This design comes from an exercise in tuning for small area, a short achievable clock period and few clock cycles per item on the open sky130 flow, not from production work. At most, simulation tests tie the RTL to the original design; equivalence was not proved. Power figures rest on the tool's default switching activity, not on a simulated workload.

==> flow/design.v <==
module frame_extractor (
    input  wire        clk,
    input  wire        rst,
    input  wire        start,
    input  wire [23:0] cfg_raw_len,
    input  wire [31:0] cfg_start_off,
    input  wire [15:0] cfg_payload_len,
    input  wire [31:0] cfg_expected_len,
    output wire        busy,
    input  wire        in_valid,
    output wire        in_ready,
    input  wire [31:0] in_data,
    output reg         out_valid,
    output reg  [31:0] out_data,
    output reg  [2:0]  out_count,
    output wire        done,
    output wire        res_ok,
    output wire [23:0] res_len
);
    reg        busy_q;
    reg        busy_o;        
    reg        rdy_q;
    reg        done_q;
    reg        res_ok_q;
    reg [15:0] plen_q;
    reg        exp_hi_q;      
    reg        skip_inf_q;    
    reg [23:0] rem_q;         
    reg [31:0] wbuf;          
    reg        wv_q;          
    reg [2:0]  wn_q;          
    reg        cs_q;
    reg        copy_q;
    reg [23:0] r_q;           
    reg [1:0]  o_q;
    reg [2:0]  rc_q;          
    reg [2:0]  ccs_q;         
    reg        rle4_q;        
    reg        ha_q, hb_q, hc_q;
    reg [8:0]  seq_q;         
    reg [23:0] out_len;       
    reg [23:0] dexp_q;        
    assign busy     = busy_o;
    assign in_ready = rdy_q;
    assign done     = done_q;
    assign res_len  = out_len;
    assign res_ok   = res_ok_q;
    wire accept   = in_valid && rdy_q;
    wire rem_gt4  = (rem_q[23:3] != 21'd0) || (rem_q[2] && rem_q[1:0] != 2'd0);
    wire rem_ge4  = (rem_q[23:2] != 22'd0);
    wire rem_gt8  = (rem_q[23:4] != 20'd0) || (rem_q[3] && rem_q[2:0] != 3'd0);
    wire rem_ge8  = (rem_q[23:3] != 21'd0);
    wire more     = wv_q ? rem_gt8 : rem_gt4;     
    wire big      = wv_q ? rem_ge8 : rem_ge4;     
    wire rem_nz   = (rem_q != 24'd0);
    wire [7:0] b0 = wbuf[7:0];
    wire [7:0] b1 = wbuf[15:8];
    wire [7:0] b2 = wbuf[23:16];
    wire [7:0] b3 = wbuf[31:24];
    wire [7:0] sq = seq_q[7:0];
    wire [8:0] seq1 = seq_q + 9'd1;
    wire e02_0 = (b0 == 8'h02), e02_1 = (b1 == 8'h02);
    wire e02_2 = (b2 == 8'h02), e02_3 = (b3 == 8'h02);
    wire eq0 = (b0 == sq), eq1 = (b1 == sq), eq2 = (b2 == sq), eq3 = (b3 == sq);
    wire en0 = (b0 == ~sq), en1 = (b1 == ~sq), en2 = (b2 == ~sq), en3 = (b3 == ~sq);
    wire e1q2 = (b2 == seq1[7:0]);
    wire e1q3 = (b3 == seq1[7:0]);
    wire e1n3 = (b3 == ~seq1[7:0]);
    wire wn2 = (wn_q >= 3'd2), wn3 = (wn_q >= 3'd3), wn4 = wn_q[2];
    wire cs_all = cs_q && !rle4_q;                
    wire srch   = !cs_all && !seq_q[8];
    wire [2:0] rc = rc_q;
    wire r0     = (rc == 3'd0);
    wire rle1   = (rc[2:1] == 2'd0);
    wire rle2   = !rc[2] && !(rc[1] && rc[0]);
    wire rle3   = !rc[2];
    wire hit0 = srch && ha_q && hb_q && en0;
    wire hit1 = srch && hc_q && eq0 && en1 && wn2;
    wire hit2 = srch && e02_0 && eq1 && en2 && wn3 && (!cs_q || r0);
    wire hit3 = srch && e02_1 && eq2 && en3 && wn4 && (!cs_q || rle1);
    reg  plen0, plen_hz;                            
    wire f0 = hit0;
    wire f1 = hit1;
    wire f2 = hit2 && !hit0;
    wire f3 = hit3 && !hit0 && !hit1;
    wire found = hit0 || hit1 || hit2 || hit3;
    wire [2:0] pl = plen_q[2:0];
    wire t2 = f0 && plen0 && wn4 && !seq1[8] && e02_1 && e1q2 && e1n3;
    wire [2:0] cnt_cs = ccs_q;
    reg  [2:0] c0, c1, c2;
    wire [2:0] wn_in = big ? 3'd4 : {1'b0, rem_q[1:0]};
    wire [2:0] av0 = wn_in - 3'd1;
    wire [2:0] av1 = (wn_in >= 3'd2) ? wn_in - 3'd2 : 3'd0;
    wire [2:0] av2 = (wn_in >= 3'd3) ? wn_in - 3'd3 : 3'd0;
    wire       plen_lt8 = (plen_q[15:3] == 13'd0);
    wire sel_cs = !(f0 || f1 || f2);
    wire [2:0] cnt = sel_cs ? cnt_cs : (({3{f0}} & c0) | ({3{f1}} & c1) | ({3{f2}} & c2));
    wire [31:0] odata;
    assign odata[7:0]   = f0 ? b1 : f1 ? b2 : f2 ? b3 : b0;
    assign odata[15:8]  = f0 ? b2 : (f1 || f2) ? b3 : b1;
    assign odata[23:16] = (f0 || f1 || f2) ? b3 : b2;
    assign odata[31:24] = b3;
    wire [1:0]  onew = f0 ? 2'd3 : f1 ? 2'd2 : f2 ? 2'd1 : 2'd0;
    wire pgt0 = !plen_hz || pl > 3'd3;
    wire pgt1 = !plen_hz || pl > 3'd2;
    wire pgt2 = !plen_hz || pl > 3'd1;
    wire pgt3 = !plen0;
    wire cont = (f0 && pgt0) || (f1 && pgt1) || (f2 && pgt2) || (f3 && pgt3);
    wire ple0 = plen_hz;
    wire ple1 = plen_hz && pl != 3'd7;
    wire ple2 = plen_hz && !(pl[2] && pl[1]);
    wire ple3 = plen_hz && (!pl[2] || pl[1:0] == 2'd0);
    wire rle4_new = (f0 && ple0) || (f1 && ple1) || (f2 && ple2) || (f3 && ple3);
    wire [23:0] r_m4 = {r_q[23:2] - 22'd1, r_q[1:0]};
    wire r_le8 = (r_q[23:4] == 20'd0) && (r_q[3:0] <= {2'b10, o_q});
    wire r_le4 = (r_q[23:3] == 21'd0) && (r_q[2:0] <= {1'b1, o_q});
    wire p1 = (pl == 3'd1) && plen_hz;
    wire p2 = (pl == 3'd2) && plen_hz;
    wire qle2 = found ? (plen0 ? ((f0 && !t2) || f1) : (f0 && p1))
                      : (!cs_q || rle2);
    wire qle3 = found ? (plen0 ? ((f0 && !t2) || f1 || f2) : (f0 && (p1 || p2)) || (f1 && p1))
                      : (!cs_q || rle3);
    wire [3:0]  olc = {1'b0, out_len[2:0]} + {1'b0, cnt_cs};
    wire [3:0]  ol0 = {1'b0, out_len[2:0]} + {1'b0, c0};
    wire [3:0]  ol1 = {1'b0, out_len[2:0]} + {1'b0, c1};
    wire [3:0]  ol2 = {1'b0, out_len[2:0]} + {1'b0, c2};
    wire [3:0]  ol_lo = sel_cs ? olc : (({4{f0}} & ol0) | ({4{f1}} & ol1) | ({4{f2}} & ol2));
    wire [20:0] ol_hi1 = out_len[23:3] + 21'd1;
    wire [23:0] ol_n   = {ol_lo[3] ? ol_hi1 : out_len[23:3], ol_lo[2:0]};
    wire [3:0]  dxc = {1'b0, dexp_q[2:0]} - {1'b0, cnt_cs};
    wire [3:0]  dx0 = {1'b0, dexp_q[2:0]} - {1'b0, c0};
    wire [3:0]  dx1 = {1'b0, dexp_q[2:0]} - {1'b0, c1};
    wire [3:0]  dx2 = {1'b0, dexp_q[2:0]} - {1'b0, c2};
    wire [3:0]  dx_lo = sel_cs ? dxc : (({4{f0}} & dx0) | ({4{f1}} & dx1) | ({4{f2}} & dx2));
    wire [20:0] dx_hi1 = dexp_q[23:3] - 21'd1;
    wire [23:0] dx_n   = {dx_lo[3] ? dx_hi1 : dexp_q[23:3], dx_lo[2:0]};
    wire dx_hz = (dexp_q[23:3] == 21'd0);
    wire okc = (dexp_q[2:0] == cnt_cs);
    wire ok0 = (dexp_q[2:0] == c0);
    wire ok1 = (dexp_q[2:0] == c1);
    wire ok2 = (dexp_q[2:0] == c2);
    wire ok_lo = sel_cs ? okc : ((f0 && ok0) || (f1 && ok1) || (f2 && ok2));
    function [2:0] min3(input [2:0] a, input [2:0] b);
        min3 = (a < b) ? a : b;
    endfunction
    wire       rle4_now = r_le4 && !skip_inf_q;
    wire [2:0] rc_m4 = {~rc_q[2], rc_q[1:0]};
    wire [2:0] x_hold = (cs_q && copy_q) ? (rle4_now ? min3(rc_q, wn_in) : wn_in) : 3'd0;
    wire       rle4_all = r_le8 && !skip_inf_q;
    wire [2:0] x_all  = copy_q ? (rle4_all ? min3(rc_m4, wn_in) : wn_in) : 3'd0;
    wire [2:0] rcn0 = pl - 3'd3, rcn1 = pl - 3'd2, rcn2 = pl - 3'd1, rcn3 = pl;
    wire [2:0] y0 = ple0 ? min3(rcn0, wn_in) : wn_in;
    wire [2:0] y1 = ple1 ? min3(rcn1, wn_in) : wn_in;
    wire [2:0] y2 = ple2 ? min3(rcn2, wn_in) : wn_in;
    wire [2:0] y3 = ple3 ? min3(rcn3, wn_in) : wn_in;
    wire [2:0] x_new = (f0 && pgt0) ? y0 : (f1 && pgt1) ? y1 : (f2 && pgt2) ? y2 :
                       (f3 && pgt3) ? y3 : 3'd0;
    wire [2:0] rc_new = f0 ? rcn0 : f1 ? rcn1 : f2 ? rcn2 : rcn3;
    always @(posedge clk) begin
        wbuf      <= in_data;
        wn_q      <= wn_in;
        c0        <= (plen_lt8 && pl < av0) ? pl : av0;
        c1        <= (plen_lt8 && pl < av1) ? pl : av1;
        c2        <= (plen_lt8 && pl < av2) ? pl : av2;
        out_data  <= odata;
        out_count <= cnt;
        if (rst) begin
            busy_q    <= 1'b0;
            busy_o    <= 1'b0;
            rdy_q     <= 1'b0;
            done_q    <= 1'b0;
            wv_q      <= 1'b0;
            out_valid <= 1'b0;
        end else begin
            busy_q    <= busy_q ? rdy_q : start;
            busy_o    <= busy_q ? rdy_q : start;
            done_q    <= busy_q && !rdy_q;
            wv_q      <= accept;
            out_valid <= wv_q && (cnt != 3'd0);
            if (!busy_q)
                rdy_q <= start;
            else if (accept)
                rdy_q <= more;
            else if (!rem_nz)
                rdy_q <= 1'b0;
        end
        plen0   <= (plen_q == 16'd0);
        plen_hz <= (plen_q[15:3] == 13'd0);
        if (!busy_q) begin
            plen_q     <= cfg_payload_len;
            dexp_q     <= cfg_expected_len[23:0];
            exp_hi_q   <= (cfg_expected_len[31:24] != 8'd0);
            rem_q      <= cfg_raw_len;
            cs_q       <= 1'b1;
            copy_q     <= 1'b0;
            r_q        <= cfg_start_off[23:0];
            o_q        <= 2'd0;
            rc_q       <= cfg_start_off[2:0];
            ccs_q      <= 3'd0;
            skip_inf_q <= (cfg_start_off[31:24] != 8'd0);
            rle4_q     <= 1'b0;
            ha_q       <= 1'b0;
            hb_q       <= 1'b0;
            hc_q       <= 1'b0;
            seq_q      <= 9'd1;
            out_len    <= 24'd0;
        end else begin
            if (wv_q)
                rem_q <= rem_q - 24'd4;
            if (!wv_q) begin
                rle4_q   <= rle4_now;
                ccs_q    <= x_hold;
                res_ok_q <= !exp_hi_q && dx_hz && (dexp_q[2:0] == 3'd0);
            end else begin
                res_ok_q <= !exp_hi_q && dx_hz && ok_lo;
                out_len  <= ol_n;
                dexp_q   <= dx_n;
                if (cs_all) begin
                    r_q    <= r_m4;
                    rc_q   <= rc_m4;
                    ccs_q  <= x_all;
                    rle4_q <= rle4_all;
                    ha_q   <= 1'b0;
                    hb_q   <= 1'b0;
                    hc_q   <= 1'b0;
                end else begin
                    cs_q   <= found && cont;
                    copy_q <= 1'b1;
                    r_q    <= {8'd0, plen_q};
                    o_q    <= onew;
                    rc_q   <= rc_new;
                    ccs_q  <= x_new;
                    rle4_q <= rle4_new;
                    ha_q   <= qle2 && e02_2;
                    hb_q   <= found ? e1q3 : eq3;
                    hc_q   <= qle3 && e02_3;
                    if (found)
                        seq_q <= t2 ? {seq_q[8:1] + 8'd1, seq_q[0]} : seq1;
                end
            end
        end
    end
endmodule
clock: 10.0 ns
lec_check: 0
cap_margin: 20
core_margin: 2
core_utilization: 40
place_density: 0.6
slew_margin: 20
standard.sh (not shown) runs the stock make flow with config.mk's settings and CLKGATE_MAP_FILE= SYNTH_SCRIPT=/design/flow/synth_recipe.tcl, a recipe that flattens the netlist after the stock synthesis.
==> flow/flow/run.sh <==
#!/bin/bash
# Standard ORFS flow (the standard.sh), with smaller port buffers, a
# leaner clock tree and timing repair aimed below the clock period. Each
# tool's full log stays under orfs/logs; make's own output goes to
# flow_make.log.
set -euo pipefail
bash standard.sh \
  "BUFFER_PORTS_ARGS=-buffer_cell sky130_fd_sc_hd__buf_1" \
  "CTS_ARGS=-sink_clustering_enable -repair_clock_nets -buf_list sky130_fd_sc_hd__clkbuf_8 -dont_use_dummy_load" \
  SETUP_SLACK_MARGIN=6.5 \
  finish > flow_make.log 2>&1
The baseline produced a clean layout.
Testbench counts at the start, summed over its fixed seeds: cycles 21,210, bytes 81,204.
==> next run, changes <==
--- a/flow/design.v
+++ b/flow/design.v
@@ -26,6 +26,8 @@
     reg        exp_hi_q;      
     reg        skip_inf_q;    
     reg [23:0] rem_q;         
+    reg        rge4_q;        
+    reg        rgt4_q;        
     reg [31:0] wbuf;          
     reg        wv_q;          
     reg [2:0]  wn_q;          
@@ -38,6 +40,9 @@
     reg        rle4_q;        
     reg        ha_q, hb_q, hc_q;
     reg [8:0]  seq_q;         
+    reg [8:0]  seq1_q;        
+    reg        rle8_q;        
+    reg        plen_lt16;     
     reg [23:0] out_len;       
     reg [23:0] dexp_q;        
     assign busy     = busy_o;
@@ -46,19 +51,19 @@
     assign res_len  = out_len;
     assign res_ok   = res_ok_q;
     wire accept   = in_valid && rdy_q;
-    wire rem_gt4  = (rem_q[23:3] != 21'd0) || (rem_q[2] && rem_q[1:0] != 2'd0);
-    wire rem_ge4  = (rem_q[23:2] != 22'd0);
     wire rem_gt8  = (rem_q[23:4] != 20'd0) || (rem_q[3] && rem_q[2:0] != 3'd0);
     wire rem_ge8  = (rem_q[23:3] != 21'd0);
-    wire more     = wv_q ? rem_gt8 : rem_gt4;     
-    wire big      = wv_q ? rem_ge8 : rem_ge4;     
-    wire rem_nz   = (rem_q != 24'd0);
+    wire more     = rgt4_q;                       
+    wire big      = rge4_q;                       
+    wire rem_nz   = rge4_q || (rem_q[1:0] != 2'd0);
+    wire cfg_ge4  = (cfg_raw_len[23:2] != 22'd0);
+    wire cfg_gt4  = (cfg_raw_len[23:3] != 21'd0) || (cfg_raw_len[2] && cfg_raw_len[1:0] != 2'd0);
     wire [7:0] b0 = wbuf[7:0];
     wire [7:0] b1 = wbuf[15:8];
     wire [7:0] b2 = wbuf[23:16];
     wire [7:0] b3 = wbuf[31:24];
     wire [7:0] sq = seq_q[7:0];
-    wire [8:0] seq1 = seq_q + 9'd1;
+    wire [8:0] seq1 = seq1_q;
     wire e02_0 = (b0 == 8'h02), e02_1 = (b1 == 8'h02);
     wire e02_2 = (b2 == 8'h02), e02_3 = (b3 == 8'h02);
     wire eq0 = (b0 == sq), eq1 = (b1 == sq), eq2 = (b2 == sq), eq3 = (b3 == sq);
@@ -145,8 +150,12 @@
     endfunction
     wire       rle4_now = r_le4 && !skip_inf_q;
     wire [2:0] rc_m4 = {~rc_q[2], rc_q[1:0]};
-    wire [2:0] x_hold = (cs_q && copy_q) ? (rle4_now ? min3(rc_q, wn_in) : wn_in) : 3'd0;
-    wire       rle4_all = r_le8 && !skip_inf_q;
+    wire [2:0] x_hold = (cs_q && copy_q) ? (rle4_q ? min3(rc_q, wn_in) : wn_in) : 3'd0;
+    wire       rle4_all = rle8_q;
+    wire       r_le12 = (r_q[23:4] == 20'd0) && (r_q[3:0] <= {2'b11, o_q});
+    wire [3:0] p4 = plen_q[3:0];
+    wire       rle8_new = plen_lt16 && ((f0 && p4 <= 4'd11) || (f1 && p4 <= 4'd10) ||
+                                        (f2 && p4 <= 4'd9) || (f3 && p4 <= 4'd8));
     wire [2:0] x_all  = copy_q ? (rle4_all ? min3(rc_m4, wn_in) : wn_in) : 3'd0;
     wire [2:0] rcn0 = pl - 3'd3, rcn1 = pl - 3'd2, rcn2 = pl - 3'd1, rcn3 = pl;
     wire [2:0] y0 = ple0 ? min3(rcn0, wn_in) : wn_in;
@@ -185,12 +194,16 @@
                 rdy_q <= 1'b0;
         end
         plen0   <= (plen_q == 16'd0);
+        plen_lt16 <= (plen_q[15:4] == 12'd0);
         plen_hz <= (plen_q[15:3] == 13'd0);
         if (!busy_q) begin
             plen_q     <= cfg_payload_len;
             dexp_q     <= cfg_expected_len[23:0];
             exp_hi_q   <= (cfg_expected_len[31:24] != 8'd0);
             rem_q      <= cfg_raw_len;
+            rge4_q     <= cfg_ge4;
+            rgt4_q     <= cfg_gt4;
+            rle8_q     <= 1'b0;
             cs_q       <= 1'b1;
             copy_q     <= 1'b0;
             r_q        <= cfg_start_off[23:0];
@@ -203,12 +216,17 @@
             hb_q       <= 1'b0;
             hc_q       <= 1'b0;
             seq_q      <= 9'd1;
+            seq1_q     <= 9'd2;
             out_len    <= 24'd0;
         end else begin
-            if (wv_q)
-                rem_q <= rem_q - 24'd4;
+            if (accept) begin
+                rem_q  <= rem_q - 24'd4;
+                rge4_q <= rem_ge8;
+                rgt4_q <= rem_gt8;
+            end
             if (!wv_q) begin
                 rle4_q   <= rle4_now;
+                rle8_q   <= r_le8 && !skip_inf_q;
                 ccs_q    <= x_hold;
                 res_ok_q <= !exp_hi_q && dx_hz && (dexp_q[2:0] == 3'd0);
             end else begin
@@ -220,6 +238,7 @@
                     rc_q   <= rc_m4;
                     ccs_q  <= x_all;
                     rle4_q <= rle4_all;
+                    rle8_q <= r_le12 && !skip_inf_q;
                     ha_q   <= 1'b0;
                     hb_q   <= 1'b0;
                     hc_q   <= 1'b0;
@@ -231,11 +250,15 @@
                     rc_q   <= rc_new;
                     ccs_q  <= x_new;
                     rle4_q <= rle4_new;
+                    rle8_q <= rle8_new;
                     ha_q   <= qle2 && e02_2;
                     hb_q   <= found ? e1q3 : eq3;
                     hc_q   <= qle3 && e02_3;
                     if (found)
-                        seq_q <= t2 ? {seq_q[8:1] + 8'd1, seq_q[0]} : seq1;
+                        begin
+                            seq_q  <= t2 ? seq1_q + 9'd1 : seq1_q;
+                            seq1_q <= t2 ? seq1_q + 9'd2 : seq1_q + 9'd1;
+                        end
                 end
             end
         end
Outcome:
- cell count goes up by a little under a tenth
- hold slack got worse by 0.0035 ns
- power goes up by a few percent
- count of clock-buffer cells in the layout goes up by 2
- clock skew goes up by 0.0085 ns
- via count goes up by roughly a tenth
- wire length goes up by roughly a tenth
- synthesized area goes up by a little under a tenth
Function not checked in the second run of this note: the RTL went through the layout flow alone.

## separate check: timing with driven ports
No port has a modelled driver above. Below, the same layouts with a new extraction and two added sets of constraints. Step 1 sets driving cells, clkbuf_16 on the clock port and buf_2 on the other inputs (assumed; they add their load-dependent delay and slew). Step 2 times the ports against the registers' clock, not the clock port: input delays grow and output delays shrink by t, the midpoint of the rising clock arrivals with the driver on. Slacks: ideal ports / drivers / drivers and shift; pairs: ideal ports / drivers.
run	t (ns)	slack for setup (ns)	worst setup path at the end	slew at the worst register clock pin (ns)	worst data-port slew with drivers (ns)
the first run	0.562	6.605 / 6.566 / 6.605	register to register	0.06 / 0.06	0.06
the second run	0.591	6.602 / 6.602 / 6.602	register to register	0.06 / 0.06	0.06
After both steps setup and hold are still met in every run listed.
